Background: an optimization exercise with open tools, aiming at small area, a short achievable clock period and few clock cycles. Do not read the settings as production practice. Only simulation tests tie the RTL to the original design; equivalence was not proved.

== run a ==
==> flow/design.v (excerpt) <==
module cu_compensate (
    input  wire               clk,
    input  wire               rst,
    input  wire               start,
    input  wire        [15:0] cal_t1,      
    input  wire signed [15:0] cal_t2,
    input  wire signed [15:0] cal_t3,
    input  wire        [15:0] cal_p1,      
    input  wire signed [15:0] cal_p2,
    input  wire signed [15:0] cal_p3,
    input  wire signed [15:0] cal_p4,
    input  wire signed [15:0] cal_p5,
    input  wire signed [15:0] cal_p6,
    input  wire signed [15:0] cal_p7,
    input  wire signed [15:0] cal_p8,
    input  wire signed [15:0] cal_p9,
    input  wire        [19:0] adc_t,
    input  wire        [19:0] adc_p,
    output reg                done,
    output wire               err,         
    output wire        [31:0] temp,        
    output wire        [31:0] press_q8,    
    output wire        [24:0] press_pa     
);
Size: about 450 flip-flops.
clock: 25.0 ns
lec_check: 0
cap_margin: 20
core_margin: 2
core_utilization: 40
slew_margin: 20
standard.sh (not shown) runs the stock make flow with config.mk's settings and CLKGATE_MAP_FILE= SYNTH_SCRIPT=/design/flow/synth_recipe.tcl, a recipe that flattens the netlist after the stock synthesis.
==> flow/flow/run.sh <==
#!/bin/bash
# Layout flow: the standard flow (standard.sh, standard synthesis unchanged) with four
# changes to how the layout is made: the port buffers are buf_1 cells instead of delay
# buffers, the timing repair steps aim for 18.5 ns of setup slack at the design's period,
# clock tree synthesis clusters up to 18 flip-flops per leaf buffer and adds no dummy loads,
# and the repair after global routing estimates wires 30% heavier (flow/grt_rc.tcl).
# make's full output goes to flow.log; each ORFS step keeps its own log under orfs/logs.
set -uo pipefail
bash standard.sh BUFFER_PORTS_ARGS="-buffer_cell sky130_fd_sc_hd__buf_1" \
  SETUP_SLACK_MARGIN=18.5 \
  CTS_ARGS="-sink_clustering_enable -repair_clock_nets -sink_clustering_size 18 -sink_clustering_max_diameter 100 -dont_use_dummy_load" \
  PRE_GLOBAL_ROUTE_TCL="$PWD/flow/grt_rc.tcl" finish > flow.log 2>&1
==> flow/flow/grt_rc.tcl <==
set_layer_rc -layer li1  -capacitance [expr 1.3 * 1.499e-04]   -resistance [expr 1.3 * 7.176e-02]
set_layer_rc -layer met1 -capacitance [expr 1.3 * 1.72375E-04] -resistance [expr 1.3 * 8.929e-04]
set_layer_rc -layer met2 -capacitance [expr 1.3 * 1.36233E-04] -resistance [expr 1.3 * 8.929e-04]
set_layer_rc -layer met3 -capacitance [expr 1.3 * 2.14962E-04] -resistance [expr 1.3 * 1.567e-04]
set_layer_rc -layer met4 -capacitance [expr 1.3 * 1.48128E-04] -resistance [expr 1.3 * 1.567e-04]
set_layer_rc -layer met5 -capacitance [expr 1.3 * 1.54087E-04] -resistance [expr 1.3 * 1.781e-05]
set_wire_rc -signal -layer met1
set_wire_rc -clock -layer met3
Run a reached the end of the flow, and the finished layout is clean on the timing, DRC and antenna checks.
Testbench counts of run a, summed over its fixed seeds: cycles 15,744.
Changes in run b relative to run a:
-- flow/flow/run.sh --
<<< run a, line 4
# buffers, the timing repair steps aim for 18.5 ns of setup slack at the design's period,
# clock tree synthesis clusters up to 18 flip-flops per leaf buffer and adds no dummy loads,
# and the repair after global routing estimates wires 30% heavier (flow/grt_rc.tcl).
# make's full output goes to flow.log; each ORFS step keeps its own log under orfs/logs.
set -uo pipefail
>>> run b, line 4
# buffers, the timing repair steps aim for 18.5 ns of setup slack at the design's period,
# clock tree synthesis clusters up to 18 flip-flops per leaf buffer and adds no dummy loads,
# and the repair after global routing estimates wires 20% heavier (flow/grt_rc.tcl).
# make's full output goes to flow.log; each ORFS step keeps its own log under orfs/logs.
set -uo pipefail
==> flow/flow/grt_rc.tcl <==
set_layer_rc -layer li1  -capacitance [expr 1.2 * 1.499e-04]   -resistance [expr 1.2 * 7.176e-02]
set_layer_rc -layer met1 -capacitance [expr 1.2 * 1.72375E-04] -resistance [expr 1.2 * 8.929e-04]
set_layer_rc -layer met2 -capacitance [expr 1.2 * 1.36233E-04] -resistance [expr 1.2 * 8.929e-04]
set_layer_rc -layer met3 -capacitance [expr 1.2 * 2.14962E-04] -resistance [expr 1.2 * 1.567e-04]
set_layer_rc -layer met4 -capacitance [expr 1.2 * 1.48128E-04] -resistance [expr 1.2 * 1.567e-04]
set_layer_rc -layer met5 -capacitance [expr 1.2 * 1.54087E-04] -resistance [expr 1.2 * 1.781e-05]
set_wire_rc -signal -layer met1
set_wire_rc -clock -layer met3
## What came out
Summary of run b over run a: final net count moved down, area used by multi-input combinational logic now sits lower. Cell area after layout in run b vs run a: down 0.88%. Run a and run b ended up with roughly the same setup slack. Of run b and run a, the lower layout overhead on the synthesized area belongs to run b. The final cell count of run b and that of run a are within noise of each other. Between run b and run a, the time the final worst path needs with I/O delays and setup figures differ only marginally. Run a vs run b, end point of the critical path: press_q8[23] vs ACC[21].

---

job 2669:
Another version of the RTL of cu_compensate (not shown whole).
For scale: about 6100 cells after synthesis, ~430 flip-flops, roughly 330 I/O pins, roughly 0.053 mm^2 of cells after synthesis.
// cu_compensate
module cu_compensate (
    input  wire               clk,
    input  wire               rst,
    input  wire               start,
    input  wire        [15:0] cal_t1,      
    input  wire signed [15:0] cal_t2,
    input  wire signed [15:0] cal_t3,
    input  wire        [15:0] cal_p1,      
    input  wire signed [15:0] cal_p2,
    input  wire signed [15:0] cal_p3,
    input  wire signed [15:0] cal_p4,
    input  wire signed [15:0] cal_p5,
    input  wire signed [15:0] cal_p6,
    input  wire signed [15:0] cal_p7,
    input  wire signed [15:0] cal_p8,
    input  wire signed [15:0] cal_p9,
    input  wire        [19:0] adc_t,
    input  wire        [19:0] adc_p,
    output reg                done,
    output wire               err,         
    output wire        [31:0] temp,        
    output wire        [31:0] press_q8,    
    output wire        [24:0] press_pa     
);
    localparam W = 76;
    localparam [5:0] S_IDLE = 6'd0,  S_TA   = 6'd1,  S_TC   = 6'd2,  S_TB   = 6'd3,
                     S_TD   = 6'd4,  S_TDW  = 6'd5,  S_TF   = 6'd6,  S_TE   = 6'd7,
                     S_XS   = 6'd8,  S_XSW  = 6'd9,  S_ZS   = 6'd10, S_Y6   = 6'd11,
                     S_Y6W  = 6'd12, S_NS   = 6'd13, S_NSW  = 6'd14, S_MS   = 6'd15,
                     S_MSW  = 6'd16, S_DIVF = 6'd17, S_DSI  = 6'd18, S_DIVS = 6'd19,
                     S_DSCK = 6'd20, S_PAF  = 6'd21, S_PAFW = 6'd22, S_PAS0 = 6'd23,
                     S_PAS1 = 6'd24, S_PASW = 6'd25, S_PB   = 6'd26, S_PC   = 6'd27,
                     S_PE   = 6'd28, S_PEW  = 6'd29, S_DEGN = 6'd30, S_DNEG = 6'd31,
                     S_ERRX = 6'd32;
    localparam [3:0] C_T1 = 4'd0, C_T2 = 4'd1, C_T3 = 4'd2, C_P1 = 4'd3, C_P2 = 4'd4,
                     C_P3 = 4'd5, C_P4 = 4'd6, C_P5 = 4'd7, C_P6 = 4'd8, C_P7 = 4'd9,
  ...
Settings: LEC_CHECK=0, CAP_MARGIN=20, CORE_MARGIN=2, CORE_UTILIZATION=40, SLEW_MARGIN=20; clock period 25.0 ns.
==> flow/flow/run.sh <==
#!/bin/bash
# Layout flow: the standard flow (standard.sh, standard synthesis unchanged) with two
# changes to how the layout is made: the port buffers are buf_1 cells instead of delay
# buffers, and the timing repair steps aim for 18.5 ns of setup slack at the design's period.
# make's full output goes to flow.log; each ORFS step keeps its own log under orfs/logs.
set -uo pipefail
bash standard.sh BUFFER_PORTS_ARGS="-buffer_cell sky130_fd_sc_hd__buf_1" \
  SETUP_SLACK_MARGIN=18.5 finish > flow.log 2>&1
No stage failed in job 2669, and the final checks on the layout all came back clean.
Testbench counts of job 2669, summed over its fixed seeds: cycles 16,896.
Relative to job 2669, the following input files were edited for job 6645:
==> flow/flow/run.sh <==
#!/bin/bash
# Layout flow: the standard flow (standard.sh, standard synthesis unchanged) with these
# changes to how the layout is made: the port buffers are buf_1 cells instead of delay
# buffers, the core is 50% utilized, and the timing repair steps aim for 18.5 ns of setup
# slack at the design's period.
# make's full output goes to flow.log; each ORFS step keeps its own log under orfs/logs.
set -uo pipefail
bash standard.sh BUFFER_PORTS_ARGS="-buffer_cell sky130_fd_sc_hd__buf_1" \
  CORE_UTILIZATION=50 SETUP_SLACK_MARGIN=18.5 finish > flow.log 2>&1
### Flow results
Between job 2669 and job 6645, the flow reports first-pass GRT wire length decreasing by a few percent. Between job 2669 and job 6645, critical path data required time increased. ~same number of multi-input combinational cells in job 6645 and job 2669. The cell with the largest stage delay on the worst path comes out sky130_fd_sc_hd__or3_1 in one run and sky130_fd_sc_hd__edfxtp_1 in the other, namely in job 6645 and job 2669 respectively. Comparing job 6645 and job 2669, the higher post-DP HPWL was measured on job 2669. Looking only at register-to-register slack, and setting everything else aside, the higher value of job 6645 and job 2669 goes to job 2669. Side by side, number of vias per cell turned out higher in job 6645 than in job 2669. Worst path buffer plus inverter count on job 6645 is up relative to job 2669. Core utilization: job 6645 higher than job 2669. NOTE: total number of nets in the final design in job 6645 falls short of that of job 2669. Area of the die (job 6645 over job 2669): decrease, 0.027 mm^2.

---

Setup of exp/sierra:
cu_compensate, a different RTL version from the one above (not shown whole).
For scale: roughly 6200 cells after synthesis, ~0.052 mm2 of cells after synthesis.
clock: 25.0 ns
lec_check: 0
cap_margin: 20
core_margin: 2
core_utilization: 40
slew_margin: 20
==> flow/flow/run.sh <==
#!/bin/bash
# Layout flow: the standard flow (standard.sh, standard synthesis unchanged) with two
# changes to how the layout is made: the port buffers are buf_1 cells instead of delay
# buffers, and the timing repair steps aim for 18.5 ns of setup slack at the design's period.
# make's full output goes to flow.log; each ORFS step keeps its own log under orfs/logs.
set -uo pipefail
bash standard.sh BUFFER_PORTS_ARGS="-buffer_cell sky130_fd_sc_hd__buf_1" \
  SETUP_SLACK_MARGIN=18.5 finish > flow.log 2>&1
Testbench counts of exp/sierra, summed over its fixed seeds: cycles 16,128.
The following lists how exp/raven was set up differently from exp/sierra:
==> flow/flow/run.sh <==
#!/bin/bash
# Layout flow: the standard flow (standard.sh, standard synthesis script unchanged) with
# three changes to how the layout is made: ABC maps with its area script, the port buffers
# are buf_1 cells instead of delay buffers, and the timing repair steps aim for 18.5 ns of
# setup slack at the design's period.
# make's full output goes to flow.log; each ORFS step keeps its own log under orfs/logs.
set -uo pipefail
bash standard.sh BUFFER_PORTS_ARGS="-buffer_cell sky130_fd_sc_hd__buf_1" \
  SETUP_SLACK_MARGIN=18.5 ABC_AREA=1 finish > flow.log 2>&1
Findings:
Adder and majority cell fraction of the synthesized area, exp/raven and exp/sierra: larger value in exp/sierra. Relative to exp/sierra, multi-input combinational cell count has increased by 1002 in exp/raven. Summary of the comparison: logic depth of the worst register-to-register path is higher in exp/raven, relative to exp/sierra.
diff inputs: exp/raven => exp/xenon
==> flow/flow/run.sh <==
#!/bin/bash
# Layout flow: the standard flow (standard.sh, standard synthesis unchanged) with two
# changes to how the layout is made: the port buffers are buf_1 cells instead of delay
# buffers, and the timing repair steps aim for 18.5 ns of setup slack at the design's period.
# make's full output goes to flow.log; each ORFS step keeps its own log under orfs/logs.
set -uo pipefail
bash standard.sh BUFFER_PORTS_ARGS="-buffer_cell sky130_fd_sc_hd__buf_1" \
  SETUP_SLACK_MARGIN=18.5 RECOVER_POWER=30 finish > flow.log 2>&1
==> comparison <==
STATUS run=exp/xenon STAGES=ALL_DONE FINAL_CHECKS=FAILED CAUSE=capacitance limit, slew limit
Diff exp/raven -> exp/xenon: post-layout net count -about 18%; sequential share of layout area saw an increase; total number of vias moved down; layout overhead on the synthesized area rose by 0.87 points.
diff inputs: exp/xenon => exp/delta
==> flow/flow/run.sh <==
#!/bin/bash
# Layout flow: the standard flow (standard.sh, standard synthesis unchanged) with two
# changes to how the layout is made: the port buffers are buf_1 cells instead of delay
# buffers, and the timing repair steps aim for 18.5 ns of setup slack at the design's period; global placement packs cells to a density of 0.75.
# make's full output goes to flow.log; each ORFS step keeps its own log under orfs/logs.
set -uo pipefail
bash standard.sh BUFFER_PORTS_ARGS="-buffer_cell sky130_fd_sc_hd__buf_1" \
  SETUP_SLACK_MARGIN=18.5 PLACE_DENSITY=0.75 finish > flow.log 2>&1
Of exp/delta and exp/xenon, the lower headroom to the max-slew limit belongs to exp/xenon.
met2 capacity usage during global routing down 1.9 points in exp/delta wrt exp/xenon
Between exp/delta and exp/xenon, the number of resized instances in the post-cts repair step is higher for exp/xenon.
The higher post-CTS setup buffer count of exp/delta and exp/xenon is in exp/xenon.
Apart from exp/xenon, each of exp/delta and exp/xenon ends the flow with a layout that passes the timing, DRC and antenna checks.
For the worst-case setup margin in the final layout, exp/delta came in 3.39 ns higher than exp/xenon did.

afterwards: timing with drivers on the ports:
The flow's constraints put no driver on any port. The routed layouts listed below were extracted and timed again, unchanged, in two steps.
Step 1, drivers: a clkbuf_16 drives clk and a buf_2 each remaining input, both assumed.
Step 2 also shifts input and output timing later by t, the mid clock arrival at the registers, as if the neighbouring blocks saw the same clock.
Three values: ideal ports, drivers, drivers and shift; two values: the first two.
run	shift t [ns]	setup slack, ns	hold WS [ns]	clock arrival spread, ns	worst slew at a driven data input, ns
run a	0.670	18.442 / 18.365 / 18.045	0.454 / 0.454 / 0.454	0.121 / 0.121	0.13
run b	0.672	18.444 / 18.375 / 18.018	0.450 / 0.450 / 0.450	0.126 / 0.125	0.13
job 2669	0.744	18.463 / 18.391 / 17.765	0.437 / 0.437 / 0.437	0.056 / 0.056	0.15
job 6645	0.733	18.424 / 18.396 / 17.885	0.333 / 0.333 / 0.333	0.046 / 0.046	0.09
exp/sierra	0.764	18.215 / 18.215 / 17.831	0.445 / 0.445 / 0.445	0.059 / 0.059	0.20
exp/raven	0.823	18.386 / 18.386 / 17.874	0.390 / 0.390 / 0.390	0.082 / 0.081	0.22
exp/xenon	0.762	15.082 / 15.082 / 15.082	0.455 / 0.455 / 0.455	0.064 / 0.065	0.19
exp/delta	0.744	18.472 / 18.398 / 17.804	0.439 / 0.439 / 0.439	0.064 / 0.065	0.18
For job 2669, which loses most, drivers alone change the setup slack by -0.072 ns; drivers and shift together by -0.698 ns.
